What follows belongs to an exercise in optimizing a design on an open flow for small area, a short achievable clock period and few clock cycles; a production flow would make more cautious choices.
Only simulation tests tie the RTL to the original design; equivalence was not proved.

==> design.v <==
module rc6_core (
    input  wire         clk,
    input  wire         rst,       
    input  wire         start,
    input  wire [1:0]   op,        
    input  wire [1:0]   klen,      
    input  wire [255:0] key,       
    input  wire [127:0] din,       
    output wire         ready,
    output reg          done,
    output reg          err,
    output reg  [127:0] dout       
);
    localparam [31:0] P32 = 32'hB7E15163;
    localparam [31:0] Q32 = 32'h9E3779B9;
    localparam OP_KEY = 2'd0, OP_ENC = 2'd1, OP_DEC = 2'd2, OP_CLR = 2'd3;
    function [31:0] rotl(input [31:0] x, input [4:0] n);
        reg [31:0] y;
        begin
            y = x;
            if (n[0]) y = {y[30:0], y[31]};
            if (n[1]) y = {y[29:0], y[31:30]};
            if (n[2]) y = {y[27:0], y[31:28]};
            if (n[3]) y = {y[23:0], y[31:24]};
            if (n[4]) y = {y[15:0], y[31:16]};
            rotl = y;
        end
    endfunction
    function [31:0] rotr(input [31:0] x, input [4:0] n);
        reg [31:0] y;
        begin
            y = x;
            if (n[0]) y = {y[0],    y[31:1]};
            if (n[1]) y = {y[1:0],  y[31:2]};
            if (n[2]) y = {y[3:0],  y[31:4]};
            if (n[3]) y = {y[7:0],  y[31:8]};
            if (n[4]) y = {y[15:0], y[31:16]};
            rotr = y;
        end
    endfunction
    function [31:0] f2x2x(input [31:0] x);
        reg [449:0] t;
        reg [31:0] r0, r1;
        begin
            t[0] = x[25] ^ x[12];
            t[1] = x[25] & x[12];
            t[2] = x[26] ^ (x[0] & x[24]);
            t[3] = x[26] & (x[0] & x[24]);
            t[4] = x[27] ^ x[13] ^ (x[0] & x[25]);
            t[5] = (x[27] & x[13]) | (x[27] & (x[0] & x[25])) | (x[13] & (x[0] & x[25]));
            t[6] = (x[1] & x[24]) ^ (x[2] & x[23]);
            t[7] = (x[1] & x[24]) & (x[2] & x[23]);
            t[8] = x[28] ^ (x[0] & x[26]) ^ (x[1] & x[25]);
            t[9] = (x[28] & (x[0] & x[26])) | (x[28] & (x[1] & x[25])) | ((x[0] & x[26]) & (x[1] & x[25]));
            t[10] = (x[2] & x[24]) ^ (x[3] & x[23]);
            t[11] = (x[2] & x[24]) & (x[3] & x[23]);
            t[12] = x[29] ^ x[14] ^ (x[0] & x[27]);
            t[13] = (x[29] & x[14]) | (x[29] & (x[0] & x[27])) | (x[14] & (x[0] & x[27]));
            t[14] = (x[1] & x[26]) ^ (x[2] & x[25]) ^ (x[3] & x[24]);
            t[15] = ((x[1] & x[26]) & (x[2] & x[25])) | ((x[1] & x[26]) & (x[3] & x[24])) | ((x[2] & x[25]) & (x[3] & x[24]));
            t[16] = (x[4] & x[23]) ^ (x[5] & x[22]);
            t[17] = (x[4] & x[23]) & (x[5] & x[22]);
            t[18] = x[30] ^ (x[0] & x[28]) ^ (x[1] & x[27]);
            t[19] = (x[30] & (x[0] & x[28])) | (x[30] & (x[1] & x[27])) | ((x[0] & x[28]) & (x[1] & x[27]));
            t[20] = (x[2] & x[26]) ^ (x[3] & x[25]) ^ (x[4] & x[24]);
            t[21] = ((x[2] & x[26]) & (x[3] & x[25])) | ((x[2] & x[26]) & (x[4] & x[24])) | ((x[3] & x[25]) & (x[4] & x[24]));
            t[22] = (x[5] & x[23]) ^ (x[6] & x[22]);
            t[23] = (x[5] & x[23]) & (x[6] & x[22]);
            t[24] = x[31] ^ x[15] ^ (x[0] & x[29]);
            t[25] = (x[31] & x[15]) | (x[31] & (x[0] & x[29])) | (x[15] & (x[0] & x[29]));
            t[26] = (x[1] & x[28]) ^ (x[2] & x[27]) ^ (x[3] & x[26]);
            t[27] = ((x[1] & x[28]) & (x[2] & x[27])) | ((x[1] & x[28]) & (x[3] & x[26])) | ((x[2] & x[27]) & (x[3] & x[26]));
            t[28] = (x[4] & x[25]) ^ (x[5] & x[24]) ^ (x[6] & x[23]);
            t[29] = ((x[4] & x[25]) & (x[5] & x[24])) | ((x[4] & x[25]) & (x[6] & x[23])) | ((x[5] & x[24]) & (x[6] & x[23]));
            t[30] = (x[7] & x[22]) ^ (x[8] & x[21]);
            t[31] = (x[7] & x[22]) & (x[8] & x[21]);
            t[32] = x[17] ^ x[8];
            t[33] = x[17] & x[8];
            t[34] = x[18] ^ (x[0] & x[16]);
            t[35] = x[18] & (x[0] & x[16]);
            t[36] = x[19] ^ x[9] ^ (x[0] & x[17]);
            t[37] = (x[19] & x[9]) | (x[19] & (x[0] & x[17])) | (x[9] & (x[0] & x[17]));
            t[38] = (x[1] & x[16]) ^ (x[2] & x[15]);
            t[39] = (x[1] & x[16]) & (x[2] & x[15]);
            t[40] = x[20] ^ (x[0] & x[18]) ^ (x[1] & x[17]);
            t[41] = (x[20] & (x[0] & x[18])) | (x[20] & (x[1] & x[17])) | ((x[0] & x[18]) & (x[1] & x[17]));
            t[42] = (x[2] & x[16]) ^ (x[3] & x[15]);
            t[43] = (x[2] & x[16]) & (x[3] & x[15]);
            t[44] = x[21] ^ x[10] ^ (x[0] & x[19]);
            t[45] = (x[21] & x[10]) | (x[21] & (x[0] & x[19])) | (x[10] & (x[0] & x[19]));
            t[46] = (x[1] & x[18]) ^ (x[2] & x[17]) ^ (x[3] & x[16]);
            t[47] = ((x[1] & x[18]) & (x[2] & x[17])) | ((x[1] & x[18]) & (x[3] & x[16])) | ((x[2] & x[17]) & (x[3] & x[16]));
            t[48] = (x[4] & x[15]) ^ (x[5] & x[14]);
            t[49] = (x[4] & x[15]) & (x[5] & x[14]);
            t[50] = x[22] ^ (x[0] & x[20]) ^ (x[1] & x[19]);
            t[51] = (x[22] & (x[0] & x[20])) | (x[22] & (x[1] & x[19])) | ((x[0] & x[20]) & (x[1] & x[19]));
            t[52] = (x[2] & x[18]) ^ (x[3] & x[17]) ^ (x[4] & x[16]);
            t[53] = ((x[2] & x[18]) & (x[3] & x[17])) | ((x[2] & x[18]) & (x[4] & x[16])) | ((x[3] & x[17]) & (x[4] & x[16]));
            t[54] = (x[5] & x[15]) ^ (x[6] & x[14]);
            t[55] = (x[5] & x[15]) & (x[6] & x[14]);
            t[56] = x[23] ^ x[11] ^ (x[0] & x[21]);
            t[57] = (x[23] & x[11]) | (x[23] & (x[0] & x[21])) | (x[11] & (x[0] & x[21]));
            t[58] = (x[1] & x[20]) ^ (x[2] & x[19]) ^ (x[3] & x[18]);
            t[59] = ((x[1] & x[20]) & (x[2] & x[19])) | ((x[1] & x[20]) & (x[3] & x[18])) | ((x[2] & x[19]) & (x[3] & x[18]));
            t[60] = (x[4] & x[17]) ^ (x[5] & x[16]) ^ (x[6] & x[15]);
            t[61] = ((x[4] & x[17]) & (x[5] & x[16])) | ((x[4] & x[17]) & (x[6] & x[15])) | ((x[5] & x[16]) & (x[6] & x[15]));
            t[62] = (x[7] & x[14]) ^ (x[8] & x[13]);
            t[63] = (x[7] & x[14]) & (x[8] & x[13]);
            t[64] = x[24] ^ (x[0] & x[22]) ^ (x[1] & x[21]);
            t[65] = (x[24] & (x[0] & x[22])) | (x[24] & (x[1] & x[21])) | ((x[0] & x[22]) & (x[1] & x[21]));
            t[66] = (x[2] & x[20]) ^ (x[3] & x[19]) ^ (x[4] & x[18]);
            t[67] = ((x[2] & x[20]) & (x[3] & x[19])) | ((x[2] & x[20]) & (x[4] & x[18])) | ((x[3] & x[19]) & (x[4] & x[18]));
            t[68] = (x[5] & x[17]) ^ (x[6] & x[16]) ^ (x[7] & x[15]);
            t[69] = ((x[5] & x[17]) & (x[6] & x[16])) | ((x[5] & x[17]) & (x[7] & x[15])) | ((x[6] & x[16]) & (x[7] & x[15]));
            t[70] = (x[8] & x[14]) ^ (x[9] & x[13]);
            t[71] = (x[8] & x[14]) & (x[9] & x[13]);
            t[72] = (x[0] & x[23]) ^ (x[1] & x[22]) ^ (x[2] & x[21]);
            t[73] = ((x[0] & x[23]) & (x[1] & x[22])) | ((x[0] & x[23]) & (x[2] & x[21])) | ((x[1] & x[22]) & (x[2] & x[21]));
            t[74] = (x[3] & x[20]) ^ (x[4] & x[19]) ^ (x[5] & x[18]);
            t[75] = ((x[3] & x[20]) & (x[4] & x[19])) | ((x[3] & x[20]) & (x[5] & x[18])) | ((x[4] & x[19]) & (x[5] & x[18]));
            t[76] = (x[6] & x[17]) ^ (x[7] & x[16]) ^ (x[8] & x[15]);
            t[77] = ((x[6] & x[17]) & (x[7] & x[16])) | ((x[6] & x[17]) & (x[8] & x[15])) | ((x[7] & x[16]) & (x[8] & x[15]));
            t[78] = (x[9] & x[14]) ^ (x[10] & x[13]) ^ (x[11] & x[12]);
            t[79] = ((x[9] & x[14]) & (x[10] & x[13])) | ((x[9] & x[14]) & (x[11] & x[12])) | ((x[10] & x[13]) & (x[11] & x[12]));
            t[80] = (x[1] & x[23]) ^ (x[2] & x[22]) ^ (x[3] & x[21]);
            t[81] = ((x[1] & x[23]) & (x[2] & x[22])) | ((x[1] & x[23]) & (x[3] & x[21])) | ((x[2] & x[22]) & (x[3] & x[21]));
            t[82] = (x[4] & x[20]) ^ (x[5] & x[19]) ^ (x[6] & x[18]);
            t[83] = ((x[4] & x[20]) & (x[5] & x[19])) | ((x[4] & x[20]) & (x[6] & x[18])) | ((x[5] & x[19]) & (x[6] & x[18]));
            t[84] = (x[7] & x[17]) ^ (x[8] & x[16]) ^ (x[9] & x[15]);
            t[85] = ((x[7] & x[17]) & (x[8] & x[16])) | ((x[7] & x[17]) & (x[9] & x[15])) | ((x[8] & x[16]) & (x[9] & x[15]));
            t[86] = (x[10] & x[14]) ^ (x[11] & x[13]) ^ t[2];
            t[87] = ((x[10] & x[14]) & (x[11] & x[13])) | ((x[10] & x[14]) & t[2]) | ((x[11] & x[13]) & t[2]);
            t[88] = (x[3] & x[22]) ^ (x[4] & x[21]) ^ (x[5] & x[20]);
            t[89] = ((x[3] & x[22]) & (x[4] & x[21])) | ((x[3] & x[22]) & (x[5] & x[20])) | ((x[4] & x[21]) & (x[5] & x[20]));
            t[90] = (x[6] & x[19]) ^ (x[7] & x[18]) ^ (x[8] & x[17]);
            t[91] = ((x[6] & x[19]) & (x[7] & x[18])) | ((x[6] & x[19]) & (x[8] & x[17])) | ((x[7] & x[18]) & (x[8] & x[17]));
            t[92] = (x[9] & x[16]) ^ (x[10] & x[15]) ^ (x[11] & x[14]);
            t[93] = ((x[9] & x[16]) & (x[10] & x[15])) | ((x[9] & x[16]) & (x[11] & x[14])) | ((x[10] & x[15]) & (x[11] & x[14]));
            t[94] = (x[12] & x[13]) ^ t[4] ^ t[6];
            t[95] = ((x[12] & x[13]) & t[4]) | ((x[12] & x[13]) & t[6]) | (t[4] & t[6]);
            t[96] = (x[4] & x[22]) ^ (x[5] & x[21]) ^ (x[6] & x[20]);
            t[97] = ((x[4] & x[22]) & (x[5] & x[21])) | ((x[4] & x[22]) & (x[6] & x[20])) | ((x[5] & x[21]) & (x[6] & x[20]));
            t[98] = (x[7] & x[19]) ^ (x[8] & x[18]) ^ (x[9] & x[17]);
            t[99] = ((x[7] & x[19]) & (x[8] & x[18])) | ((x[7] & x[19]) & (x[9] & x[17])) | ((x[8] & x[18]) & (x[9] & x[17]));
            t[100] = (x[10] & x[16]) ^ (x[11] & x[15]) ^ (x[12] & x[14]);
            t[101] = ((x[10] & x[16]) & (x[11] & x[15])) | ((x[10] & x[16]) & (x[12] & x[14])) | ((x[11] & x[15]) & (x[12] & x[14]));
            t[102] = t[8] ^ t[10] ^ t[5];
            t[103] = (t[8] & t[10]) | (t[8] & t[5]) | (t[10] & t[5]);
            t[104] = (x[6] & x[21]) ^ (x[7] & x[20]) ^ (x[8] & x[19]);
            t[105] = ((x[6] & x[21]) & (x[7] & x[20])) | ((x[6] & x[21]) & (x[8] & x[19])) | ((x[7] & x[20]) & (x[8] & x[19]));
            t[106] = (x[9] & x[18]) ^ (x[10] & x[17]) ^ (x[11] & x[16]);
            t[107] = ((x[9] & x[18]) & (x[10] & x[17])) | ((x[9] & x[18]) & (x[11] & x[16])) | ((x[10] & x[17]) & (x[11] & x[16]));
            t[108] = (x[12] & x[15]) ^ (x[13] & x[14]) ^ t[12];
            t[109] = ((x[12] & x[15]) & (x[13] & x[14])) | ((x[12] & x[15]) & t[12]) | ((x[13] & x[14]) & t[12]);
            t[110] = t[14] ^ t[16] ^ t[9];
            t[111] = (t[14] & t[16]) | (t[14] & t[9]) | (t[16] & t[9]);
            t[112] = (x[7] & x[21]) ^ (x[8] & x[20]) ^ (x[9] & x[19]);
            t[113] = ((x[7] & x[21]) & (x[8] & x[20])) | ((x[7] & x[21]) & (x[9] & x[19])) | ((x[8] & x[20]) & (x[9] & x[19]));
            t[114] = (x[10] & x[18]) ^ (x[11] & x[17]) ^ (x[12] & x[16]);
            t[115] = ((x[10] & x[18]) & (x[11] & x[17])) | ((x[10] & x[18]) & (x[12] & x[16])) | ((x[11] & x[17]) & (x[12] & x[16]));
            t[116] = (x[13] & x[15]) ^ t[18] ^ t[20];
            t[117] = ((x[13] & x[15]) & t[18]) | ((x[13] & x[15]) & t[20]) | (t[18] & t[20]);
            t[118] = t[22] ^ t[13] ^ t[15];
            t[119] = (t[22] & t[13]) | (t[22] & t[15]) | (t[13] & t[15]);
            t[120] = (x[9] & x[20]) ^ (x[10] & x[19]) ^ (x[11] & x[18]);
            t[121] = ((x[9] & x[20]) & (x[10] & x[19])) | ((x[9] & x[20]) & (x[11] & x[18])) | ((x[10] & x[19]) & (x[11] & x[18]));
            t[122] = (x[12] & x[17]) ^ (x[13] & x[16]) ^ (x[14] & x[15]);
            t[123] = ((x[12] & x[17]) & (x[13] & x[16])) | ((x[12] & x[17]) & (x[14] & x[15])) | ((x[13] & x[16]) & (x[14] & x[15]));
            t[124] = t[24] ^ t[26] ^ t[28];
            t[125] = (t[24] & t[26]) | (t[24] & t[28]) | (t[26] & t[28]);
            t[126] = t[30] ^ t[19] ^ t[21];
            t[127] = (t[30] & t[19]) | (t[30] & t[21]) | (t[19] & t[21]);
            t[128] = x[11] ^ x[5];
            t[129] = x[11] & x[5];
            t[130] = x[12] ^ (x[0] & x[10]);
            t[131] = x[12] & (x[0] & x[10]);
            t[132] = x[13] ^ x[6] ^ (x[0] & x[11]);
            t[133] = (x[13] & x[6]) | (x[13] & (x[0] & x[11])) | (x[6] & (x[0] & x[11]));
            t[134] = (x[1] & x[10]) ^ (x[2] & x[9]);
            t[135] = (x[1] & x[10]) & (x[2] & x[9]);
            t[136] = x[14] ^ (x[0] & x[12]) ^ (x[1] & x[11]);
            t[137] = (x[14] & (x[0] & x[12])) | (x[14] & (x[1] & x[11])) | ((x[0] & x[12]) & (x[1] & x[11]));
            t[138] = (x[2] & x[10]) ^ (x[3] & x[9]);
            t[139] = (x[2] & x[10]) & (x[3] & x[9]);
            t[140] = x[15] ^ x[7] ^ (x[0] & x[13]);
            t[141] = (x[15] & x[7]) | (x[15] & (x[0] & x[13])) | (x[7] & (x[0] & x[13]));
            t[142] = (x[1] & x[12]) ^ (x[2] & x[11]) ^ (x[3] & x[10]);
            t[143] = ((x[1] & x[12]) & (x[2] & x[11])) | ((x[1] & x[12]) & (x[3] & x[10])) | ((x[2] & x[11]) & (x[3] & x[10]));
            t[144] = (x[4] & x[9]) ^ (x[5] & x[8]);
            t[145] = (x[4] & x[9]) & (x[5] & x[8]);
            t[146] = x[16] ^ (x[0] & x[14]) ^ (x[1] & x[13]);
            t[147] = (x[16] & (x[0] & x[14])) | (x[16] & (x[1] & x[13])) | ((x[0] & x[14]) & (x[1] & x[13]));
            t[148] = (x[2] & x[12]) ^ (x[3] & x[11]) ^ (x[4] & x[10]);
            t[149] = ((x[2] & x[12]) & (x[3] & x[11])) | ((x[2] & x[12]) & (x[4] & x[10])) | ((x[3] & x[11]) & (x[4] & x[10]));
            t[150] = (x[5] & x[9]) ^ (x[6] & x[8]);
            t[151] = (x[5] & x[9]) & (x[6] & x[8]);
            t[152] = (x[0] & x[15]) ^ (x[1] & x[14]) ^ (x[2] & x[13]);
            t[153] = ((x[0] & x[15]) & (x[1] & x[14])) | ((x[0] & x[15]) & (x[2] & x[13])) | ((x[1] & x[14]) & (x[2] & x[13]));
            t[154] = (x[3] & x[12]) ^ (x[4] & x[11]) ^ (x[5] & x[10]);
            t[155] = ((x[3] & x[12]) & (x[4] & x[11])) | ((x[3] & x[12]) & (x[5] & x[10])) | ((x[4] & x[11]) & (x[5] & x[10]));
            t[156] = (x[6] & x[9]) ^ (x[7] & x[8]) ^ t[32];
            t[157] = ((x[6] & x[9]) & (x[7] & x[8])) | ((x[6] & x[9]) & t[32]) | ((x[7] & x[8]) & t[32]);
            t[158] = (x[1] & x[15]) ^ (x[2] & x[14]) ^ (x[3] & x[13]);
            t[159] = ((x[1] & x[15]) & (x[2] & x[14])) | ((x[1] & x[15]) & (x[3] & x[13])) | ((x[2] & x[14]) & (x[3] & x[13]));
            t[160] = (x[4] & x[12]) ^ (x[5] & x[11]) ^ (x[6] & x[10]);
            t[161] = ((x[4] & x[12]) & (x[5] & x[11])) | ((x[4] & x[12]) & (x[6] & x[10])) | ((x[5] & x[11]) & (x[6] & x[10]));
            t[162] = (x[7] & x[9]) ^ t[34] ^ t[33];
            t[163] = ((x[7] & x[9]) & t[34]) | ((x[7] & x[9]) & t[33]) | (t[34] & t[33]);
            t[164] = (x[3] & x[14]) ^ (x[4] & x[13]) ^ (x[5] & x[12]);
            t[165] = ((x[3] & x[14]) & (x[4] & x[13])) | ((x[3] & x[14]) & (x[5] & x[12])) | ((x[4] & x[13]) & (x[5] & x[12]));
            t[166] = (x[6] & x[11]) ^ (x[7] & x[10]) ^ (x[8] & x[9]);
            t[167] = ((x[6] & x[11]) & (x[7] & x[10])) | ((x[6] & x[11]) & (x[8] & x[9])) | ((x[7] & x[10]) & (x[8] & x[9]));
            t[168] = t[36] ^ t[38] ^ t[35];
            t[169] = (t[36] & t[38]) | (t[36] & t[35]) | (t[38] & t[35]);
            t[170] = (x[4] & x[14]) ^ (x[5] & x[13]) ^ (x[6] & x[12]);
            t[171] = ((x[4] & x[14]) & (x[5] & x[13])) | ((x[4] & x[14]) & (x[6] & x[12])) | ((x[5] & x[13]) & (x[6] & x[12]));
            t[172] = (x[7] & x[11]) ^ (x[8] & x[10]) ^ t[40];
            t[173] = ((x[7] & x[11]) & (x[8] & x[10])) | ((x[7] & x[11]) & t[40]) | ((x[8] & x[10]) & t[40]);
            t[174] = t[42] ^ t[37] ^ t[39];
            t[175] = (t[42] & t[37]) | (t[42] & t[39]) | (t[37] & t[39]);
            t[176] = (x[6] & x[13]) ^ (x[7] & x[12]) ^ (x[8] & x[11]);
            t[177] = ((x[6] & x[13]) & (x[7] & x[12])) | ((x[6] & x[13]) & (x[8] & x[11])) | ((x[7] & x[12]) & (x[8] & x[11]));
            t[178] = (x[9] & x[10]) ^ t[44] ^ t[46];
            t[179] = ((x[9] & x[10]) & t[44]) | ((x[9] & x[10]) & t[46]) | (t[44] & t[46]);
            t[180] = t[48] ^ t[41] ^ t[43];
            t[181] = (t[48] & t[41]) | (t[48] & t[43]) | (t[41] & t[43]);
            t[182] = (x[7] & x[13]) ^ (x[8] & x[12]) ^ (x[9] & x[11]);
            t[183] = ((x[7] & x[13]) & (x[8] & x[12])) | ((x[7] & x[13]) & (x[9] & x[11])) | ((x[8] & x[12]) & (x[9] & x[11]));
            t[184] = t[50] ^ t[52] ^ t[54];
            t[185] = (t[50] & t[52]) | (t[50] & t[54]) | (t[52] & t[54]);
            t[186] = t[45] ^ t[47] ^ t[49];
            t[187] = (t[45] & t[47]) | (t[45] & t[49]) | (t[47] & t[49]);
            t[188] = (x[9] & x[12]) ^ (x[10] & x[11]) ^ t[56];
            t[189] = ((x[9] & x[12]) & (x[10] & x[11])) | ((x[9] & x[12]) & t[56]) | ((x[10] & x[11]) & t[56]);
            t[190] = t[58] ^ t[60] ^ t[62];
            t[191] = (t[58] & t[60]) | (t[58] & t[62]) | (t[60] & t[62]);
            t[192] = t[51] ^ t[53] ^ t[55];
            t[193] = (t[51] & t[53]) | (t[51] & t[55]) | (t[53] & t[55]);
            t[194] = (x[10] & x[12]) ^ t[64] ^ t[66];
            t[195] = ((x[10] & x[12]) & t[64]) | ((x[10] & x[12]) & t[66]) | (t[64] & t[66]);
            t[196] = t[68] ^ t[70] ^ t[57];
            t[197] = (t[68] & t[70]) | (t[68] & t[57]) | (t[70] & t[57]);
            t[198] = t[59] ^ t[61] ^ t[63];
            t[199] = (t[59] & t[61]) | (t[59] & t[63]) | (t[61] & t[63]);
            t[200] = t[0] ^ t[72] ^ t[74];
            t[201] = (t[0] & t[72]) | (t[0] & t[74]) | (t[72] & t[74]);
            t[202] = t[76] ^ t[78] ^ t[65];
            t[203] = (t[76] & t[78]) | (t[76] & t[65]) | (t[78] & t[65]);
            t[204] = t[67] ^ t[69] ^ t[71];
            t[205] = (t[67] & t[69]) | (t[67] & t[71]) | (t[69] & t[71]);
            t[206] = t[1] ^ t[80] ^ t[82];
            t[207] = (t[1] & t[80]) | (t[1] & t[82]) | (t[80] & t[82]);
            t[208] = t[84] ^ t[86] ^ t[73];
            t[209] = (t[84] & t[86]) | (t[84] & t[73]) | (t[86] & t[73]);
            t[210] = t[75] ^ t[77] ^ t[79];
            t[211] = (t[75] & t[77]) | (t[75] & t[79]) | (t[77] & t[79]);
            t[212] = t[3] ^ t[88] ^ t[90];
            t[213] = (t[3] & t[88]) | (t[3] & t[90]) | (t[88] & t[90]);
            t[214] = t[92] ^ t[94] ^ t[81];
            t[215] = (t[92] & t[94]) | (t[92] & t[81]) | (t[94] & t[81]);
            t[216] = t[83] ^ t[85] ^ t[87];
            t[217] = (t[83] & t[85]) | (t[83] & t[87]) | (t[85] & t[87]);
            t[218] = t[7] ^ t[96] ^ t[98];
            t[219] = (t[7] & t[96]) | (t[7] & t[98]) | (t[96] & t[98]);
            t[220] = t[100] ^ t[102] ^ t[89];
            t[221] = (t[100] & t[102]) | (t[100] & t[89]) | (t[102] & t[89]);
            t[222] = t[91] ^ t[93] ^ t[95];
            t[223] = (t[91] & t[93]) | (t[91] & t[95]) | (t[93] & t[95]);
            t[224] = t[11] ^ t[104] ^ t[106];
            t[225] = (t[11] & t[104]) | (t[11] & t[106]) | (t[104] & t[106]);
            t[226] = t[108] ^ t[110] ^ t[97];
            t[227] = (t[108] & t[110]) | (t[108] & t[97]) | (t[110] & t[97]);
            t[228] = t[99] ^ t[101] ^ t[103];
            t[229] = (t[99] & t[101]) | (t[99] & t[103]) | (t[101] & t[103]);
            t[230] = t[17] ^ t[112] ^ t[114];
            t[231] = (t[17] & t[112]) | (t[17] & t[114]) | (t[112] & t[114]);
            t[232] = t[116] ^ t[118] ^ t[105];
            t[233] = (t[116] & t[118]) | (t[116] & t[105]) | (t[118] & t[105]);
            t[234] = t[107] ^ t[109] ^ t[111];
            t[235] = (t[107] & t[109]) | (t[107] & t[111]) | (t[109] & t[111]);
            t[236] = t[23] ^ t[120] ^ t[122];
            t[237] = (t[23] & t[120]) | (t[23] & t[122]) | (t[120] & t[122]);
            t[238] = t[124] ^ t[126] ^ t[113];
            t[239] = (t[124] & t[126]) | (t[124] & t[113]) | (t[126] & t[113]);
            t[240] = t[115] ^ t[117] ^ t[119];
            t[241] = (t[115] & t[117]) | (t[115] & t[119]) | (t[117] & t[119]);
            t[242] = x[7] ^ x[3];
            t[243] = x[7] & x[3];
            t[244] = x[8] ^ (x[0] & x[6]);
            t[245] = x[8] & (x[0] & x[6]);
            t[246] = x[9] ^ x[4] ^ (x[0] & x[7]);
            t[247] = (x[9] & x[4]) | (x[9] & (x[0] & x[7])) | (x[4] & (x[0] & x[7]));
            t[248] = (x[1] & x[6]) ^ (x[2] & x[5]);
            t[249] = (x[1] & x[6]) & (x[2] & x[5]);
            t[250] = x[10] ^ (x[0] & x[8]) ^ (x[1] & x[7]);
            t[251] = (x[10] & (x[0] & x[8])) | (x[10] & (x[1] & x[7])) | ((x[0] & x[8]) & (x[1] & x[7]));
            t[252] = (x[2] & x[6]) ^ (x[3] & x[5]);
            t[253] = (x[2] & x[6]) & (x[3] & x[5]);
            t[254] = (x[0] & x[9]) ^ (x[1] & x[8]) ^ (x[2] & x[7]);
            t[255] = ((x[0] & x[9]) & (x[1] & x[8])) | ((x[0] & x[9]) & (x[2] & x[7])) | ((x[1] & x[8]) & (x[2] & x[7]));
            t[256] = (x[3] & x[6]) ^ (x[4] & x[5]) ^ t[128];
            t[257] = ((x[3] & x[6]) & (x[4] & x[5])) | ((x[3] & x[6]) & t[128]) | ((x[4] & x[5]) & t[128]);
            t[258] = (x[1] & x[9]) ^ (x[2] & x[8]) ^ (x[3] & x[7]);
            t[259] = ((x[1] & x[9]) & (x[2] & x[8])) | ((x[1] & x[9]) & (x[3] & x[7])) | ((x[2] & x[8]) & (x[3] & x[7]));
            t[260] = (x[4] & x[6]) ^ t[130] ^ t[129];
            t[261] = ((x[4] & x[6]) & t[130]) | ((x[4] & x[6]) & t[129]) | (t[130] & t[129]);
            t[262] = (x[3] & x[8]) ^ (x[4] & x[7]) ^ (x[5] & x[6]);
            t[263] = ((x[3] & x[8]) & (x[4] & x[7])) | ((x[3] & x[8]) & (x[5] & x[6])) | ((x[4] & x[7]) & (x[5] & x[6]));
            t[264] = t[132] ^ t[134] ^ t[131];
            t[265] = (t[132] & t[134]) | (t[132] & t[131]) | (t[134] & t[131]);
            t[266] = (x[4] & x[8]) ^ (x[5] & x[7]) ^ t[136];
            t[267] = ((x[4] & x[8]) & (x[5] & x[7])) | ((x[4] & x[8]) & t[136]) | ((x[5] & x[7]) & t[136]);
            t[268] = t[138] ^ t[133] ^ t[135];
            t[269] = (t[138] & t[133]) | (t[138] & t[135]) | (t[133] & t[135]);
            t[270] = (x[6] & x[7]) ^ t[140] ^ t[142];
            t[271] = ((x[6] & x[7]) & t[140]) | ((x[6] & x[7]) & t[142]) | (t[140] & t[142]);
            t[272] = t[144] ^ t[137] ^ t[139];
            t[273] = (t[144] & t[137]) | (t[144] & t[139]) | (t[137] & t[139]);
            t[274] = t[146] ^ t[148] ^ t[150];
            t[275] = (t[146] & t[148]) | (t[146] & t[150]) | (t[148] & t[150]);
            t[276] = t[141] ^ t[143] ^ t[145];
            t[277] = (t[141] & t[143]) | (t[141] & t[145]) | (t[143] & t[145]);
            t[278] = t[152] ^ t[154] ^ t[156];
            t[279] = (t[152] & t[154]) | (t[152] & t[156]) | (t[154] & t[156]);
            t[280] = t[147] ^ t[149] ^ t[151];
            t[281] = (t[147] & t[149]) | (t[147] & t[151]) | (t[149] & t[151]);
            t[282] = t[158] ^ t[160] ^ t[162];
            t[283] = (t[158] & t[160]) | (t[158] & t[162]) | (t[160] & t[162]);
            t[284] = t[153] ^ t[155] ^ t[157];
            t[285] = (t[153] & t[155]) | (t[153] & t[157]) | (t[155] & t[157]);
            t[286] = t[164] ^ t[166] ^ t[168];
            t[287] = (t[164] & t[166]) | (t[164] & t[168]) | (t[166] & t[168]);
            t[288] = t[159] ^ t[161] ^ t[163];
            t[289] = (t[159] & t[161]) | (t[159] & t[163]) | (t[161] & t[163]);
            t[290] = t[170] ^ t[172] ^ t[174];
            t[291] = (t[170] & t[172]) | (t[170] & t[174]) | (t[172] & t[174]);
            t[292] = t[165] ^ t[167] ^ t[169];
            t[293] = (t[165] & t[167]) | (t[165] & t[169]) | (t[167] & t[169]);
            t[294] = t[176] ^ t[178] ^ t[180];
            t[295] = (t[176] & t[178]) | (t[176] & t[180]) | (t[178] & t[180]);
            t[296] = t[171] ^ t[173] ^ t[175];
            t[297] = (t[171] & t[173]) | (t[171] & t[175]) | (t[173] & t[175]);
            t[298] = t[182] ^ t[184] ^ t[186];
            t[299] = (t[182] & t[184]) | (t[182] & t[186]) | (t[184] & t[186]);
            t[300] = t[177] ^ t[179] ^ t[181];
            t[301] = (t[177] & t[179]) | (t[177] & t[181]) | (t[179] & t[181]);
            t[302] = t[188] ^ t[190] ^ t[192];
            t[303] = (t[188] & t[190]) | (t[188] & t[192]) | (t[190] & t[192]);
            t[304] = t[183] ^ t[185] ^ t[187];
            t[305] = (t[183] & t[185]) | (t[183] & t[187]) | (t[185] & t[187]);
            t[306] = t[194] ^ t[196] ^ t[198];
            t[307] = (t[194] & t[196]) | (t[194] & t[198]) | (t[196] & t[198]);
            t[308] = t[189] ^ t[191] ^ t[193];
            t[309] = (t[189] & t[191]) | (t[189] & t[193]) | (t[191] & t[193]);
            t[310] = t[200] ^ t[202] ^ t[204];
            t[311] = (t[200] & t[202]) | (t[200] & t[204]) | (t[202] & t[204]);
            t[312] = t[195] ^ t[197] ^ t[199];
            t[313] = (t[195] & t[197]) | (t[195] & t[199]) | (t[197] & t[199]);
            t[314] = t[206] ^ t[208] ^ t[210];
            t[315] = (t[206] & t[208]) | (t[206] & t[210]) | (t[208] & t[210]);
            t[316] = t[201] ^ t[203] ^ t[205];
            t[317] = (t[201] & t[203]) | (t[201] & t[205]) | (t[203] & t[205]);
            t[318] = t[212] ^ t[214] ^ t[216];
            t[319] = (t[212] & t[214]) | (t[212] & t[216]) | (t[214] & t[216]);
            t[320] = t[207] ^ t[209] ^ t[211];
            t[321] = (t[207] & t[209]) | (t[207] & t[211]) | (t[209] & t[211]);
            t[322] = t[218] ^ t[220] ^ t[222];
            t[323] = (t[218] & t[220]) | (t[218] & t[222]) | (t[220] & t[222]);
            t[324] = t[213] ^ t[215] ^ t[217];
            t[325] = (t[213] & t[215]) | (t[213] & t[217]) | (t[215] & t[217]);
            t[326] = t[224] ^ t[226] ^ t[228];
            t[327] = (t[224] & t[226]) | (t[224] & t[228]) | (t[226] & t[228]);
            t[328] = t[219] ^ t[221] ^ t[223];
            t[329] = (t[219] & t[221]) | (t[219] & t[223]) | (t[221] & t[223]);
            t[330] = t[230] ^ t[232] ^ t[234];
            t[331] = (t[230] & t[232]) | (t[230] & t[234]) | (t[232] & t[234]);
            t[332] = t[225] ^ t[227] ^ t[229];
            t[333] = (t[225] & t[227]) | (t[225] & t[229]) | (t[227] & t[229]);
            t[334] = t[236] ^ t[238] ^ t[240];
            t[335] = (t[236] & t[238]) | (t[236] & t[240]) | (t[238] & t[240]);
            t[336] = t[231] ^ t[233] ^ t[235];
            t[337] = (t[231] & t[233]) | (t[231] & t[235]) | (t[233] & t[235]);
            t[338] = x[5] ^ x[2];
            t[339] = x[5] & x[2];
            t[340] = x[6] ^ (x[0] & x[4]);
            t[341] = x[6] & (x[0] & x[4]);
            t[342] = (x[0] & x[5]) ^ (x[1] & x[4]) ^ (x[2] & x[3]);
            t[343] = ((x[0] & x[5]) & (x[1] & x[4])) | ((x[0] & x[5]) & (x[2] & x[3])) | ((x[1] & x[4]) & (x[2] & x[3]));
            t[344] = (x[1] & x[5]) ^ (x[2] & x[4]) ^ t[244];
            t[345] = ((x[1] & x[5]) & (x[2] & x[4])) | ((x[1] & x[5]) & t[244]) | ((x[2] & x[4]) & t[244]);
            t[346] = (x[3] & x[4]) ^ t[246] ^ t[248];
            t[347] = ((x[3] & x[4]) & t[246]) | ((x[3] & x[4]) & t[248]) | (t[246] & t[248]);
            t[348] = t[250] ^ t[252] ^ t[247];
            t[349] = (t[250] & t[252]) | (t[250] & t[247]) | (t[252] & t[247]);
            t[350] = t[254] ^ t[256] ^ t[251];
            t[351] = (t[254] & t[256]) | (t[254] & t[251]) | (t[256] & t[251]);
            t[352] = t[258] ^ t[260] ^ t[255];
            t[353] = (t[258] & t[260]) | (t[258] & t[255]) | (t[260] & t[255]);
            t[354] = t[262] ^ t[264] ^ t[259];
            t[355] = (t[262] & t[264]) | (t[262] & t[259]) | (t[264] & t[259]);
            t[356] = t[266] ^ t[268] ^ t[263];
            t[357] = (t[266] & t[268]) | (t[266] & t[263]) | (t[268] & t[263]);
            t[358] = t[270] ^ t[272] ^ t[267];
            t[359] = (t[270] & t[272]) | (t[270] & t[267]) | (t[272] & t[267]);
            t[360] = t[274] ^ t[276] ^ t[271];
            t[361] = (t[274] & t[276]) | (t[274] & t[271]) | (t[276] & t[271]);
            t[362] = t[278] ^ t[280] ^ t[275];
            t[363] = (t[278] & t[280]) | (t[278] & t[275]) | (t[280] & t[275]);
            t[364] = t[282] ^ t[284] ^ t[279];
            t[365] = (t[282] & t[284]) | (t[282] & t[279]) | (t[284] & t[279]);
            t[366] = t[286] ^ t[288] ^ t[283];
            t[367] = (t[286] & t[288]) | (t[286] & t[283]) | (t[288] & t[283]);
            t[368] = t[290] ^ t[292] ^ t[287];
            t[369] = (t[290] & t[292]) | (t[290] & t[287]) | (t[292] & t[287]);
            t[370] = t[294] ^ t[296] ^ t[291];
            t[371] = (t[294] & t[296]) | (t[294] & t[291]) | (t[296] & t[291]);
            t[372] = t[298] ^ t[300] ^ t[295];
            t[373] = (t[298] & t[300]) | (t[298] & t[295]) | (t[300] & t[295]);
            t[374] = t[302] ^ t[304] ^ t[299];
            t[375] = (t[302] & t[304]) | (t[302] & t[299]) | (t[304] & t[299]);
            t[376] = t[306] ^ t[308] ^ t[303];
            t[377] = (t[306] & t[308]) | (t[306] & t[303]) | (t[308] & t[303]);
            t[378] = t[310] ^ t[312] ^ t[307];
            t[379] = (t[310] & t[312]) | (t[310] & t[307]) | (t[312] & t[307]);
            t[380] = t[314] ^ t[316] ^ t[311];
            t[381] = (t[314] & t[316]) | (t[314] & t[311]) | (t[316] & t[311]);
            t[382] = t[318] ^ t[320] ^ t[315];
            t[383] = (t[318] & t[320]) | (t[318] & t[315]) | (t[320] & t[315]);
            t[384] = t[322] ^ t[324] ^ t[319];
            t[385] = (t[322] & t[324]) | (t[322] & t[319]) | (t[324] & t[319]);
            t[386] = t[326] ^ t[328] ^ t[323];
            t[387] = (t[326] & t[328]) | (t[326] & t[323]) | (t[328] & t[323]);
            t[388] = t[330] ^ t[332] ^ t[327];
            t[389] = (t[330] & t[332]) | (t[330] & t[327]) | (t[332] & t[327]);
            t[390] = t[334] ^ t[336] ^ t[331];
            t[391] = (t[334] & t[336]) | (t[334] & t[331]) | (t[336] & t[331]);
            t[392] = x[3] ^ x[1];
            t[393] = x[3] & x[1];
            t[394] = x[4] ^ (x[0] & x[2]);
            t[395] = x[4] & (x[0] & x[2]);
            t[396] = (x[0] & x[3]) ^ (x[1] & x[2]) ^ t[338];
            t[397] = ((x[0] & x[3]) & (x[1] & x[2])) | ((x[0] & x[3]) & t[338]) | ((x[1] & x[2]) & t[338]);
            t[398] = (x[1] & x[3]) ^ t[340] ^ t[339];
            t[399] = ((x[1] & x[3]) & t[340]) | ((x[1] & x[3]) & t[339]) | (t[340] & t[339]);
            t[400] = t[242] ^ t[342] ^ t[341];
            t[401] = (t[242] & t[342]) | (t[242] & t[341]) | (t[342] & t[341]);
            t[402] = t[243] ^ t[344] ^ t[343];
            t[403] = (t[243] & t[344]) | (t[243] & t[343]) | (t[344] & t[343]);
            t[404] = t[245] ^ t[346] ^ t[345];
            t[405] = (t[245] & t[346]) | (t[245] & t[345]) | (t[346] & t[345]);
            t[406] = t[249] ^ t[348] ^ t[347];
            t[407] = (t[249] & t[348]) | (t[249] & t[347]) | (t[348] & t[347]);
            t[408] = t[253] ^ t[350] ^ t[349];
            t[409] = (t[253] & t[350]) | (t[253] & t[349]) | (t[350] & t[349]);
            t[410] = t[257] ^ t[352] ^ t[351];
            t[411] = (t[257] & t[352]) | (t[257] & t[351]) | (t[352] & t[351]);
            t[412] = t[261] ^ t[354] ^ t[353];
            t[413] = (t[261] & t[354]) | (t[261] & t[353]) | (t[354] & t[353]);
            t[414] = t[265] ^ t[356] ^ t[355];
            t[415] = (t[265] & t[356]) | (t[265] & t[355]) | (t[356] & t[355]);
            t[416] = t[269] ^ t[358] ^ t[357];
            t[417] = (t[269] & t[358]) | (t[269] & t[357]) | (t[358] & t[357]);
            t[418] = t[273] ^ t[360] ^ t[359];
            t[419] = (t[273] & t[360]) | (t[273] & t[359]) | (t[360] & t[359]);
            t[420] = t[277] ^ t[362] ^ t[361];
            t[421] = (t[277] & t[362]) | (t[277] & t[361]) | (t[362] & t[361]);
            t[422] = t[281] ^ t[364] ^ t[363];
            t[423] = (t[281] & t[364]) | (t[281] & t[363]) | (t[364] & t[363]);
            t[424] = t[285] ^ t[366] ^ t[365];
            t[425] = (t[285] & t[366]) | (t[285] & t[365]) | (t[366] & t[365]);
            t[426] = t[289] ^ t[368] ^ t[367];
            t[427] = (t[289] & t[368]) | (t[289] & t[367]) | (t[368] & t[367]);
            t[428] = t[293] ^ t[370] ^ t[369];
            t[429] = (t[293] & t[370]) | (t[293] & t[369]) | (t[370] & t[369]);
            t[430] = t[297] ^ t[372] ^ t[371];
            t[431] = (t[297] & t[372]) | (t[297] & t[371]) | (t[372] & t[371]);
            t[432] = t[301] ^ t[374] ^ t[373];
            t[433] = (t[301] & t[374]) | (t[301] & t[373]) | (t[374] & t[373]);
            t[434] = t[305] ^ t[376] ^ t[375];
            t[435] = (t[305] & t[376]) | (t[305] & t[375]) | (t[376] & t[375]);
            t[436] = t[309] ^ t[378] ^ t[377];
            t[437] = (t[309] & t[378]) | (t[309] & t[377]) | (t[378] & t[377]);
            t[438] = t[313] ^ t[380] ^ t[379];
            t[439] = (t[313] & t[380]) | (t[313] & t[379]) | (t[380] & t[379]);
            t[440] = t[317] ^ t[382] ^ t[381];
            t[441] = (t[317] & t[382]) | (t[317] & t[381]) | (t[382] & t[381]);
            t[442] = t[321] ^ t[384] ^ t[383];
            t[443] = (t[321] & t[384]) | (t[321] & t[383]) | (t[384] & t[383]);
            t[444] = t[325] ^ t[386] ^ t[385];
            t[445] = (t[325] & t[386]) | (t[325] & t[385]) | (t[386] & t[385]);
            t[446] = t[329] ^ t[388] ^ t[387];
            t[447] = (t[329] & t[388]) | (t[329] & t[387]) | (t[388] & t[387]);
            t[448] = t[333] ^ t[390] ^ t[389];
            t[449] = (t[333] & t[390]) | (t[333] & t[389]) | (t[390] & t[389]);
            r0[0] = x[0];
            r1[0] = 1'b0;
            r0[1] = x[1];
            r1[1] = x[0];
            r0[2] = x[2];
            r1[2] = 1'b0;
            r0[3] = (x[0] & x[1]);
            r1[3] = t[392];
            r0[4] = t[394];
            r1[4] = t[393];
            r0[5] = t[396];
            r1[5] = t[395];
            r0[6] = t[398];
            r1[6] = t[397];
            r0[7] = t[400];
            r1[7] = t[399];
            r0[8] = t[402];
            r1[8] = t[401];
            r0[9] = t[404];
            r1[9] = t[403];
            r0[10] = t[406];
            r1[10] = t[405];
            r0[11] = t[408];
            r1[11] = t[407];
            r0[12] = t[410];
            r1[12] = t[409];
            r0[13] = t[412];
            r1[13] = t[411];
            r0[14] = t[414];
            r1[14] = t[413];
            r0[15] = t[416];
            r1[15] = t[415];
            r0[16] = t[418];
            r1[16] = t[417];
            r0[17] = t[420];
            r1[17] = t[419];
            r0[18] = t[422];
            r1[18] = t[421];
            r0[19] = t[424];
            r1[19] = t[423];
            r0[20] = t[426];
            r1[20] = t[425];
            r0[21] = t[428];
            r1[21] = t[427];
            r0[22] = t[430];
            r1[22] = t[429];
            r0[23] = t[432];
            r1[23] = t[431];
            r0[24] = t[434];
            r1[24] = t[433];
            r0[25] = t[436];
            r1[25] = t[435];
            r0[26] = t[438];
            r1[26] = t[437];
            r0[27] = t[440];
            r1[27] = t[439];
            r0[28] = t[442];
            r1[28] = t[441];
            r0[29] = t[444];
            r1[29] = t[443];
            r0[30] = t[446];
            r1[30] = t[445];
            r0[31] = t[448];
            r1[31] = t[447];
            f2x2x = r0 + r1;
        end
    endfunction
    function [31:0] ffun(input [31:0] x);
        reg [31:0] p;
        begin
            p    = f2x2x(x);
            ffun = {p[26:0], p[31:27]};
        end
    endfunction
    function [31:0] bkadd(input [31:0] a, input [31:0] b, input ci);
        reg [31:0] g, p, c;
        integer i, d;
        begin
            g = a & b;
            p = a ^ b;
            g[0] = g[0] | (p[0] & ci);
            for (d = 1; d < 32; d = d * 2)
                for (i = 2 * d - 1; i < 32; i = i + 2 * d) begin
                    g[i] = g[i] | (p[i] & g[i-d]);
                    p[i] = p[i] & p[i-d];
                end
            for (d = 8; d >= 1; d = d / 2)
                for (i = 3 * d - 1; i < 32; i = i + 2 * d) begin
                    g[i] = g[i] | (p[i] & g[i-d]);
                    p[i] = p[i] & p[i-d];
                end
            c = {g[30:0], ci};
            bkadd = a ^ b ^ c;
        end
    endfunction
    function [63:0] kstep(input [31:0] sa, input [31:0] l, input [31:0] b);
        reg [31:0] x, t, ti, an, z, us, uc, ts, tc;
        reg [3:0]  lo;
        reg [4:0]  y;
        begin
            x  = sa + b;
            us = l ^ b ^ (sa << 3);
            uc = ((l & b) | (l & (sa << 3)) | (b & (sa << 3))) << 1;
            ts = us ^ uc ^ (b << 3);
            tc = ((us & uc) | (us & (b << 3)) | (uc & (b << 3))) << 1;
            t  = ts + tc;
            ti = ts + tc + 32'd8;
            lo = {1'b0, t[2:0]} + {1'b0, x[31:29]};
            z  = {lo[3] ? ti[31:3] : t[31:3], lo[2:0]};
            an = {x[28:0], x[31:29]};
            y  = an[4:0] + b[4:0];
            kstep = {rotl(z, y), an};
        end
    endfunction
    reg          key_valid;
    reg          kbusy;         
    reg  [7:0]   km;            
    reg  [5:0]   ph;            
    reg          pend;          
    reg          pend_key;      
    reg          pend_err;
    reg          ready_r;
    reg  [63:0]  x0;            
    reg  [63:0]  x21;           
    reg  [1279:0] ring;         
    reg  [255:0] lw;            
    reg  [1:0]   lsz;           
    reg  [31:0]  ra, rb, rc, rd;
    reg          rv, renc, rtyp;
    reg  [4:0]   rj;            
    reg  [3:0]   rdn;           
    reg  [31:0]  pa, pb, pc, pd, pm1, pm2;
    reg          pv, penc, ptyp;
    reg  [4:0]   pj;
    reg  [3:0]   pdn;
    reg  [63:0]  sp;            
    reg          sv, senc;
    reg          rl;            
    reg          al;            
    wire [63:0] kx  = kstep(ra, lw[31:0], rb);
    wire [31:0] ka  = kx[31:0];
    wire [31:0] kb  = kx[63:32];
    wire [31:0] s_n = (km < 8'd43) ? bkadd(x0[31:0], Q32, 1'b0) : x0[63:32];    
    wire        key_end = kbusy && (km == 8'd131);
    wire [31:0] m1 = ffun(rb);
    wire [31:0] m2 = ffun(rd);
    wire [9:0] dn_hot = 10'd1 << rdn;
    wire [21:0] wsel = {renc & rtyp, renc & !rtyp,
                        {10{!renc & rtyp}} & dn_hot, {10{!renc & !rtyp}} & dn_hot};
    reg  [63:0] snext;
    integer wi;
    always @(*) begin
        snext = 64'd0;
        for (wi = 0; wi < 10; wi = wi + 1) begin
            snext = snext | ({64{wsel[wi]}}      & {ring[32*(4*wi+1) +: 32], ring[32*(4*wi) +: 32]});
            snext = snext | ({64{wsel[10+wi]}}   & {ring[32*(4*wi) +: 32], ring[32*((4*wi+39)%40) +: 32]});
        end
        snext = snext | ({64{wsel[20]}} & {ring[32*39 +: 32], ring[32*38 +: 32]});
        snext = snext | ({64{wsel[21]}} & {ring[32*38 +: 32], ring[32*37 +: 32]});
    end
    wire [31:0] v_d = pa - sp[63:32];
    wire [31:0] v_b = pc - sp[31:0];
    wire [31:0] q_d = rotl(penc ? pa ^ pm1 : {v_d[30:0], v_d[31]}, penc ? pm2[4:0] : ~pm1[4:0]);
    wire [31:0] q_b = rotl(penc ? pc ^ pm2 : {v_b[30:0], v_b[31]}, penc ? pm1[4:0] : ~pm2[4:0]);
    wire [31:0] e_d = q_d + sp[31:0];
    wire [31:0] e_b = q_b + sp[63:32];
    wire [31:0] d_b = q_b ^ pm1;
    wire [31:0] d_d = q_d ^ pm2;
    wire        plast = pv && (pj == 5'd20);
    wire [31:0] w1 = pb + (penc ? x21[31:0]  : ~x0[31:0])  + {31'd0, !penc};
    wire [31:0] w2 = pd + (penc ? x21[63:32] : ~x0[63:32]) + {31'd0, !penc};
    wire [31:0] i_a = senc ? lw[31:0]  : lw[63:32];
    wire [31:0] i_b = bkadd(senc ? lw[63:32]  : lw[31:0],  senc ? x0[31:0]  : ~x21[31:0],  !senc);
    wire [31:0] i_c = senc ? lw[95:64] : lw[127:96];
    wire [31:0] i_d = bkadd(senc ? lw[127:96] : lw[95:64], senc ? x0[63:32] : ~x21[63:32], !senc);
    assign ready = ready_r;
    wire acc     = start && ready_r;
    wire acc_blk = acc && (op == OP_ENC || op == OP_DEC) && key_valid;
    wire acc_oth = acc && !acc_blk;
    wire acc_key = acc && (op == OP_KEY) && (klen != 2'd3);
    wire empty   = !rv && !pv && !sv;
    wire go      = pend && empty;
    wire go_key  = go && pend_key;
    wire go_imm  = go && !pend_key;
    wire pend_n  = !rst && (acc_oth || (pend && !go));
    wire kbusy_n = !rst && (go_key || (kbusy && !key_end));
    wire kv_n    = !rst && (key_end || (key_valid && !(acc && (op == OP_CLR || acc_key))));
    wire rv_n    = !rst && (sv || (pv && !plast));
    wire rl_n    = !sv && (pj == 5'd19);
    wire al_n    = rst || kbusy || (ph == 6'd39) || (ph == 6'd0);
    wire ready_n = !pend_n && !kbusy_n && (!rv_n || rl_n) && (!kv_n || al_n);
    always @(posedge clk) begin
        done <= !rst && (plast || go_imm || key_end);
        err  <= !plast && go_imm && pend_err;
        dout <= penc ? {e_d, w2, e_b, w1} : {w2, d_d, w1, d_b};
        pend      <= pend_n;
        kbusy     <= kbusy_n;
        key_valid <= kv_n;
        ready_r   <= ready_n;
        al        <= al_n;
        if (!pend) begin
            pend_key <= (op == OP_KEY) && (klen != 2'd3);
            pend_err <= (op != OP_CLR) && !((op == OP_KEY) && (klen != 2'd3));
        end
        sv   <= !rst && acc_blk;
        senc <= (op == OP_ENC);
        if (kbusy) begin
            lw[223:0]   <= lw[255:32];
            lw[127:96]  <= (lsz == 2'd0) ? kb : lw[159:128];
            lw[191:160] <= (lsz == 2'd1) ? kb : lw[223:192];
            lw[255:224] <= kb;
        end else if (!pend) begin
            lw[255:128] <= key[255:128];
            lw[127:0]   <= (op == OP_KEY) ? key[127:0] : din;
            lsz         <= klen;
        end
        if (rst || kbusy)
            ph <= 6'd0;
        else
            ph <= (ph == 6'd39) ? 6'd0 : ph + 6'd1;
        if (go_key)
            km <= 8'd0;
        else
            km <= km + 8'd1;
        if (go_key)
            x0[31:0] <= P32;
        else if (kbusy)
            x0[31:0] <= s_n;
        if (kbusy) begin
            x0[63:32]  <= ring[31:0];
            ring       <= {x21[31:0], ring[1279:32]};
            x21        <= {ka, x21[63:32]};
        end else begin
            ring <= {ring[31:0], ring[1279:32]};
        end
        pa  <= ra;
        pb  <= rb;
        pc  <= rc;
        pd  <= rd;
        pm1 <= m1;
        pm2 <= m2;
        sp  <= snext;
        pv   <= !rst && rv;
        penc <= renc;
        ptyp <= rtyp;
        pj   <= rj;
        pdn  <= rdn;
        rv <= rv_n;
        rl <= rl_n;
        if (sv) begin
            ra   <= i_a;
            rb   <= i_b;
            renc <= senc;
            rtyp <= ph[1];
            rj   <= 5'd1;
            rdn  <= 4'd9;
        end else if (go_key) begin
            ra <= P32;
            rb <= 32'd0;
        end else if (kbusy) begin
            ra <= s_n + ka;
            rb <= kb;
        end else begin
            ra   <= pb;
            rb   <= penc ? e_b : d_b;
            renc <= penc;
            rtyp <= ptyp;
            rj   <= pj + 5'd1;
            rdn  <= (pdn == 4'd0) ? 4'd9 : pdn - 4'd1;
        end
        rc <= sv ? i_c : pd;
        rd <= sv ? i_d : (penc ? e_d : d_d);
    end
endmodule
==> flow/run.sh <==
#!/bin/bash
# The standard layout, with three changes to how it is made:
#  - ORFS's timing repair aims at a setup margin well beyond what the clock
#    needs (flow/margin.txt), so the resizer works on the real critical paths;
#  - ports are buffered with the smallest buffer instead of a delay cell;
#  - the clock tree uses clkbuf_8 and no dummy loads.
# Synthesis is the standard one, unchanged. Each step's full output goes to
# its own log here; ORFS keeps per-step logs under orfs/logs.
set -euo pipefail
MARGIN=$(cat flow/margin.txt)
bash standard.sh synth > synth.log 2>&1
bash standard.sh SETUP_SLACK_MARGIN=$MARGIN \
  "BUFFER_PORTS_ARGS=-buffer_cell sky130_fd_sc_hd__buf_1" \
  "CTS_ARGS=-sink_clustering_enable -repair_clock_nets -dont_use_dummy_load -buf_list sky130_fd_sc_hd__clkbuf_8" \
  finish > layout.log 2>&1
==> flow/margin.txt <==
12
==> standard.sh <==
#!/bin/bash
# synth_recipe.tcl (not shown) runs the flow's synth.tcl, then flattens the netlist and writes it again
# the make line also repeats each setting of config.mk as NAME=value (left out here)
make -C /OpenROAD-flow-scripts/flow DESIGN_CONFIG=/design/flow/config.mk WORK_HOME=/design/flow/orfs CLKGATE_MAP_FILE= SYNTH_SCRIPT=/design/flow/synth_recipe.tcl "${@:-finish}"
==> config.mk <==
export PLATFORM = sky130hd
export DESIGN_NAME = rc6_core
export DESIGN_NICKNAME = rc6_core
export VERILOG_FILES = /design/flow/design.v
export SDC_FILE = /design/flow/constraint.sdc
export NUM_CORES = 4
export LEC_CHECK = 0
export ABC_AREA = 1
export CAP_MARGIN = 20
export CORE_MARGIN = 2
export CORE_UTILIZATION = 30
export PLACE_DENSITY = 0.5
export SLEW_MARGIN = 20
==> constraint.sdc <==
create_clock -name core_clock -period 18.0 [get_ports {clk}]
set_input_delay 3.6000 -clock core_clock [delete_from_list [all_inputs] [get_ports {clk}]]
set_output_delay 3.6000 -clock core_clock [all_outputs]
set_load 0.01 [all_outputs]
==> impl_results.md, run 1 <==
- Outcome: no timing/DRC/antenna violations
- HP Class: register to register
- Worst EP required: about 19 ns
- Vias/cell: about 5.3
- GR Overflow Total: 0
- CP max-delay cell: o21ai_1
- Fin. max-slew vios: 0
- Least-Margin Pin Slew: between 1 and 1.5 ns
- WL per Instance: approximately 29 um
- Placed cell areas: 122300 sq um
- Starting Density: 30.17%
- Crit end category: register
- Die height: 621.5 um
- Synth cell types: between 60 and 70
- Async set-reset flop share out of synthesis: 0%
- CP delay by family, top: compound AO/OA/AOI/OAI gates
- Crit path top cell by count: nand2_1
- CTS Root Cell: clkbuf_8
- Design area: about 130000 sq um
- Port buffer count: 521
- Skew final: about 0.14 ns
- Seq cells post-synth: around 2200
- H-tree depth: 5
- Clk latency of the worst-skew pair: 1.10 ns
- Routed WL: approximately 570000 um
- Setup violators final: 0
- Site Rows: about 230
- First drt pass iteration count: 9
- Post-synthesis simple-gate area fraction: roughly 22%
- Syn_area_per_cell: 8.104 sq um
- Crit start category: register
- Largest stage delay, worst path: around 0.65 ns
- Die area: just under 400000 sq um
- Post-route ant nets: 0
- Nets: between 15000 and 20000
- Commonest non-fill, non-tap cell in the layout: nand2_1
- Kind of critical path: register to register
- IO Pins: roughly 520
- F_max: 170.6 MHz
- DPL Wire Length: around 450000 um
- Cells after Synth: approximately 14000
- Synthesized area: 114400 sq um
- Syn Nets: 15470
- Arrival @ worst endpoint: about 6.7 ns
- Vias in the first global route: 98120
- Clock-pin slew on the worst setup and hold paths: about 0.070 ns
- Largest family of logic cells by synthesized area: simple AND/OR/NAND/NOR gates
- Synth Area in Adders: 13.55%
- Crit share post-route: between 30 and 40%
- GP Congestion: between 1 and 1.5
- Initial DRC count: approximately 12000
- Most frequent cells in the layout: nand2_1, dfxtp_1, inv_1
- Clk buf depth: 4
- DRC: 0
- Initial antenna violation count: 86
- Core area: between 300000 and 400000 sq um
- Final min period: 5.860 ns
- Worst slew margin: about 19%
- Final setup TNS: 0 ns
- Largest net degree at the start of global routing: roughly 160
- Max-cap violations: 0
- Clock buffer count from CTS: ~370
- DR vias: ~100k
- WP buf/inv: 3
- EDFF count, synth: approximately 360
- First-pass GRT wire length: 773600 um
- Total GRT Usage: between 20% and 30%
- Post-synthesis sequential area ratio: between 40% and 50%
- Final Hold Fails: 0
- Synth warn: 1
- Post-synthesis mux area share: less than 1%
- Complex-gate fraction of the synthesized area: around an eighth
- Total clock sinks: 2224
- Post-Synth XOR/XNOR Area: 2.465%
- CP max FO: 88
- Synth Flop Type: dfxtp_1
- Worst-path cell chain: buf_8 -> o21ai_0 -> ha_1 -> inv_1 -> o21bai_1 -> inv_1 -> fa_1 -> nand3b_1 -> nand2_1 -> a21boi_1 -> o21ai_0 -> a21boi_0 -> o21ai_1 -> a21boi_0 -> nor3_1 -> nand2_1 -> nand2_1 -> a21boi_1 -> xor2_1 -> o21ai_1
- Die width: approximately 620 um
- CTS tree: yes
- Area Growth Syn to Fin: 14.64%
- RSZ-0062 raised after global routing: true
- Layout cell share with drive strength beyond 1: 9.629%
-- final cells by class --
cell class / instances / area (sq um)
tap: 5016 / 6276
multi-input combinational: 9515 / 60260
antenna: 79 / 197.7
clock buffer: 365 / 5024
inverter: 1818 / 6865
fill: 40220 / 248000
timing repair buffer: 793 / 4272
sequential: 2224 / 48260
timing repair inverter: 1 / 7.507
-- worst paths after layout --
path / start / end / slack (ns) / cells past startpoint
max: penc$_DFF_P_ / dout[26]$_DFF_P_ / 12.14 / 20
min: ring[210]$_DFF_P_ / ring[178]$_DFF_P_ / 0.24 / 0
max reg2reg: penc$_DFF_P_ / dout[26]$_DFF_P_ / 12.14 / 20
min reg2reg: ring[210]$_DFF_P_ / ring[178]$_DFF_P_ / 0.24 / 0
-- flip-flops by register name (all words and copies together) (netlist names), 4 cells and up --
signal and flops:
dout 128, km 8, lw 256, pa 32, pb 31, pc 32, pd 31, pdn 4
ph 6, pj 5, pm1 32, pm2 32, ra 32, rb 32, rc 32, rd 32
rdn 4, ring 1280, rj 5, sp 64, x0 64, x21 64
-- cell families after synthesis --
group                    count (synthesis)
AND/OR/NAND/NOR                       5832
AO/OA/AOI/OAI                         2390
buffers and inverters                 2379
flip-flops                            2224
adder cells (fa/ha/maj)                960
XOR/XNOR                               322
multiplexers                            11
-- metal layers --
layer | vias to the layer above | GRT usage [%] | wire (um)
li1 | 47290 | - | -
met1 | 51200 | 36.90 | 233300
met2 | 4922 | 43.02 | 245400
met3 | 1068 | 4.814 | 45140
met4 | 26 | 18.91 | 44770
met5 | - | 0 | 175
-- repair_timing --
item | CTS | global route
pin swaps | 28 | 108
endpoints found under the setup margin | 227 | 213
setup buffers | 22 | 50
gates cloned | 1 | 3
hold buffers | 0 | 0
resized for setup | 236 | 490
-- synth_stat cells, drive strengths merged, types with 34 or more instances --
master | instances | area share (%)
dfxtp | 1866 | 33
clkbuf | 466 | 1.5
xor2 | 163 | 1.2
nand2 | 3515 | 12
a22o | 56 | 0.43
ha | 495 | 5.4
o21ai | 931 | 4.1
a31oi | 44 | 0.24
o22ai | 61 | 0.33
nor3 | 57 | 0.25
nand3 | 1202 | 5.5
a211oi | 45 | 0.30
o21a | 56 | 0.37
xnor2 | 159 | 1.2
fa | 465 | 8.1
a21o | 40 | 0.26
inv | 1801 | 5.9
nor2 | 741 | 2.5
or2 | 107 | 0.59
a221oi | 139 | 1.1
o2111ai | 34 | 0.26
buf | 95 | 0.35
nand4 | 154 | 0.84
edfxtp | 358 | 9.4
o211ai | 64 | 0.42
a21oi | 696 | 3.1
a22oi | 92 | 0.61
-- metrics by stage --
stage	instances	hold slack, ns	setup WS, ns	util [%]
2_1_floorplan	14120	0.3096	12.20	-
3_3_place_gp	19290	0.3097	10.65	32.25
3_5_place_dp	19290	0.3121	10.55	32.25
4_1_cts	19680	0.2315	11.98	33.87
5_1_grt	19780	0.2382	11.86	34.57
6_report	19810	0.2423	12.14	34.59
Testbench counts, summed over its fixed seeds: cycles 18,632.
==> run 2: changes to the inputs <==
==> flow/run.sh (replaced) <==
#!/bin/bash
# The standard layout, with three changes to how it is made:
#  - ORFS's timing repair aims at a setup margin well beyond what the clock
#    needs (flow/margin.txt), so the resizer works on the real critical paths;
#  - ports are buffered with the smallest buffer instead of a delay cell;
#  - the clock tree uses clkbuf_8, sink clusters of up to 20 flip-flops and no dummy loads.
# Synthesis is the standard one, unchanged. Each step's full output goes to
# its own log here; ORFS keeps per-step logs under orfs/logs.
set -euo pipefail
MARGIN=$(cat flow/margin.txt)
bash standard.sh synth > synth.log 2>&1
bash standard.sh SETUP_SLACK_MARGIN=$MARGIN \
  "BUFFER_PORTS_ARGS=-buffer_cell sky130_fd_sc_hd__buf_1" \
  "CTS_ARGS=-sink_clustering_enable -repair_clock_nets -dont_use_dummy_load -buf_list sky130_fd_sc_hd__clkbuf_8 -sink_clustering_size 20 -sink_clustering_max_diameter 50" \
  finish > layout.log 2>&1
==> run 2 against run 1 <==
  * Count of clock-buffer cells in the layout down 135
  * Clock skew up 0.040 ns
  * Routed wire length is 0.60% lower
  * Non-clock buffer count is 9 lower
  * Setup slack improved by 0.0074 ns
  * Final cell count shrank 0.75%
  * Critical path type unchanged
  * Critical endpoint unchanged
==> impl_results.md, run 2 <==
- Cells after Synth: 14120 (unchanged)
- DR vias: 103800 (-0.72%)
- Fin. max-slew vios: 0 (unchanged)
- Setup slack after layout: 12.15 ns (+0.007400 ns)
- Top Registers: ring: 1280 flops, lw: 256 flops, dout: 128 flops
- WL per Instance: 28.75 um (+0.15%)
- Worst slew margin: 10.45% (-8.8 points)
- Placed cell areas: 122300 sq um (unchanged)
- Most frequent cells in the layout: nand2_1, dfxtp_1, inv_1
- IO Pins: 522 (unchanged)
- Largest reg by FF count: ring
- Post-synthesis sequential area ratio: 42.05% (unchanged)
- EDFF count, synth: 358 (unchanged)
- Vias in the first global route: 96870 (-1.3%)
- F_max: 170.9 MHz (+0.13%)
- First drt pass iteration count: 7 (-2)
- Core area: 379200 sq um (unchanged)
- Least-Margin Pin Slew: 1.329 ns (+0.1301 ns)
- Number of flip-flops in the largest register: 1280 (unchanged)
- Total clock sinks: 2224 (unchanged)
- Port buffer count: 521 (unchanged)
- DPL Wire Length: 447000 um (unchanged)
- Async set-reset flop share out of synthesis: 0% (unchanged)
- Worst EP required: 18.84 ns (+0.05 ns)
- Layout cell share with drive strength beyond 1: 8.935% (-0.69 points)
- Die width: 621.5 um (unchanged)
- Commonest non-fill, non-tap cell in the layout: nand2_1
- DRC: 0 (unchanged)
- RSZ-0062 raised after global routing: true
- Syn_area_per_cell: 8.104 sq um (unchanged)
- Setup violators final: 0 (unchanged)
- Clk buf depth: 4 (unchanged)
- Outcome: no timing/DRC/antenna violations
- Hold_buf cts: 0 (unchanged)
- CTS Root Cell: clkbuf_8
- Synth area leaders: dfxtp_1, nand2_1, edfxtp_1
- Starting Density: 30.17% (unchanged)
- Crit start category: register
- Site Rows: 226 (unchanged)
- Nets: 15930 (-0.90%)
- Clk latency of the worst-skew pair: 1.13 ns (+0.03 ns)
- HP Class: register to register
- Final Hold Fails: 0 (unchanged)
- Max-cap violations: 0 (unchanged)
- GR Overflow Total: 0 (unchanged)
- Initial DRC count: 12140 (-0.45%)
- Vias/cell: 5.277 (about the same)
- Synthesized area: 114400 sq um (unchanged)
- Synth top cells by count: nand2_1, dfxtp_1, inv_1
- Setup WS pre-CTS: 10.55 ns (unchanged)
- Most frequent cell after synthesis: nand2_1
- Design area: 129300 sq um (-1.4%)
- GP Congestion: 1.071 (unchanged)
- CTS tree: yes
- Seq cells post-synth: 2224 (unchanged)
- Kind of critical path: register to register
- Crit share post-route: 32.52% (-0.041 points)
- First-pass GRT wire length: 769000 um (-0.59%)
- Syn Nets: 15470 (unchanged)
- Synth cell types: 68 (unchanged)
- Largest net degree at the start of global routing: 159 (unchanged)
- CP max FO: 88 (unchanged)
- Post-route ant nets: 0 (unchanged)
- Final min period: 5.853 ns (-0.007400 ns)
- Initial antenna violation count: 84 (-2.3%)
- Clock-pin slew on the worst setup and hold paths: 0.12 ns (+0.05 ns)
- Area leader, netlist: dfxtp_1
- Total GRT Usage: 28.18% (-0.14 points)
- Area Growth Syn to Fin: 13.00%
- Synth Flop Type: dfxtp_1
- Skew final: 0.1773 ns (+0.04045 ns)
- Die area: 386300 sq um (unchanged)
- Arrival @ worst endpoint: 6.69 ns (+0.04 ns)
- H-tree depth: 4 (-1)
- Synth warn: 1 (unchanged)
- Top cell type's share of synthesized area: 32.65% (unchanged)
- Clock buffer count from CTS: 230 (-37%)
- Routed WL: 565300 um (-0.60%)
- Die height: 621.5 um (unchanged)
- Crit end category: register
- Final setup TNS: 0 ns (unchanged)
## run 2: kinds of logic after synthesis
group | synth area share [%]
and+or+nand+nor | 21.63
muxes | 0.09624
DFF | 42.05
AOI/OAI and AO/OA | 12.37
buffers and inverters | 7.845
adders and majority gates | 13.55
xor gates and xnor gates | 2.465
## run 2: area by class of cell
| class | instances | area (sq um) |
|---|---|---|
| timing repair inverter | 1 | 7.507 |
| antenna | 74 | 185.2 |
| inverter | 1818 | 6865 |
| tap | 5016 | 6276 |
| clock buffer | 230 | 3166 |
| timing repair buffer | 784 | 4204 |
| multi-input combinational | 9515 | 60300 |
| sequential | 2224 | 48280 |
| fill | 40330 | 249900 |
## run 2: per-layer routing
| layer | wire [um] | vias up | GRT usage (%) |
|---|---|---|---|
| met2 | 243600 | 4744 | 42.89 |
| li1 | - | 47020 | - |
| met5 | 125 | - | 0 |
| met4 | 43720 | 20 | 18.46 |
| met1 | 233600 | 50910 | 37.01 |
| met3 | 44300 | 1063 | 4.446 |
## run 2: timing repair
item                                    CTS  global route
gates resized for setup                 238           508
pin swaps                                23           100
setup buffers                            20            44
cloned                                    2             1
hold endpoints to repair                  0             0
endpoints found under the setup margin  219           207
## run 2: path summary, 6_finish.rpt
check,from,end,slack (ns),depth (start not counted)
worst min-delay path,ring[1100]$_DFF_P_,ring[1068]$_DFF_P_,0.20,0
worst min register to register,ring[1100]$_DFF_P_,ring[1068]$_DFF_P_,0.20,0
worst max register to register,penc$_DFF_P_,dout[26]$_DFF_P_,12.15,20
worst max-delay path,penc$_DFF_P_,dout[26]$_DFF_P_,12.15,20
## run 2: stage by stage
step	hold slack, ns	std cells	util [%]
2_1_floorplan	0.3096	14120	-
3_3_place_gp	0.3097	19290	32.25
3_5_place_dp	0.3121	19290	32.25
4_1_cts	0.1941	19540	33.38
5_1_grt	0.2096	19640	34.08
6_report	0.2019	19660	34.09
## run 2: worst max-delay path, cell delays in order (launching register included)
cell and delay [ns]:
dfxtp_4 0.43, buf_8 0.41, o21ai_0 0.16, ha_1 0.32
inv_1 0.08, o21bai_1 0.42, inv_1 0.12, fa_1 0.44
nand3b_1 0.18, nand2_1 0.11, a21boi_1 0.10, o21ai_0 0.30
a21boi_0 0.24, o21ai_1 0.35, a21boi_0 0.21, nor3_1 0.30
nand2_1 0.10, nand2_1 0.11, a21boi_1 0.12, xor2_1 0.23
o21ai_0 0.88

port drivers added, routing unchanged:
How much do the figures lean on ideal ports? The routed layouts below were timed once more, with nothing changed but the port constraints.
Step 1: set_driving_cell puts a clkbuf_16 on clk and a buf_2 on each other input, an assumption about the parent block.
Step 2 moves the port delays by t, midway between the first and last clock arrival at a register: inputs arrive t later, outputs are due t later. That takes back most of the time a late clock gives input paths.
a / b / c = no drivers / after step 1 / after step 2; a / b = the first two.
run	t, ns	setup WS [ns]	slew at the worst register clock pin (ns)
run 1	1.152	12.140 / 12.140 / 11.551	0.07 / 0.07
run 2	1.151	12.147 / 12.147 / 11.484	0.12 / 0.12
After both steps setup and hold are still met in every run listed. For run 2, which loses most, drivers alone change the setup slack by 0.000 ns; drivers and shift together by -0.663 ns.
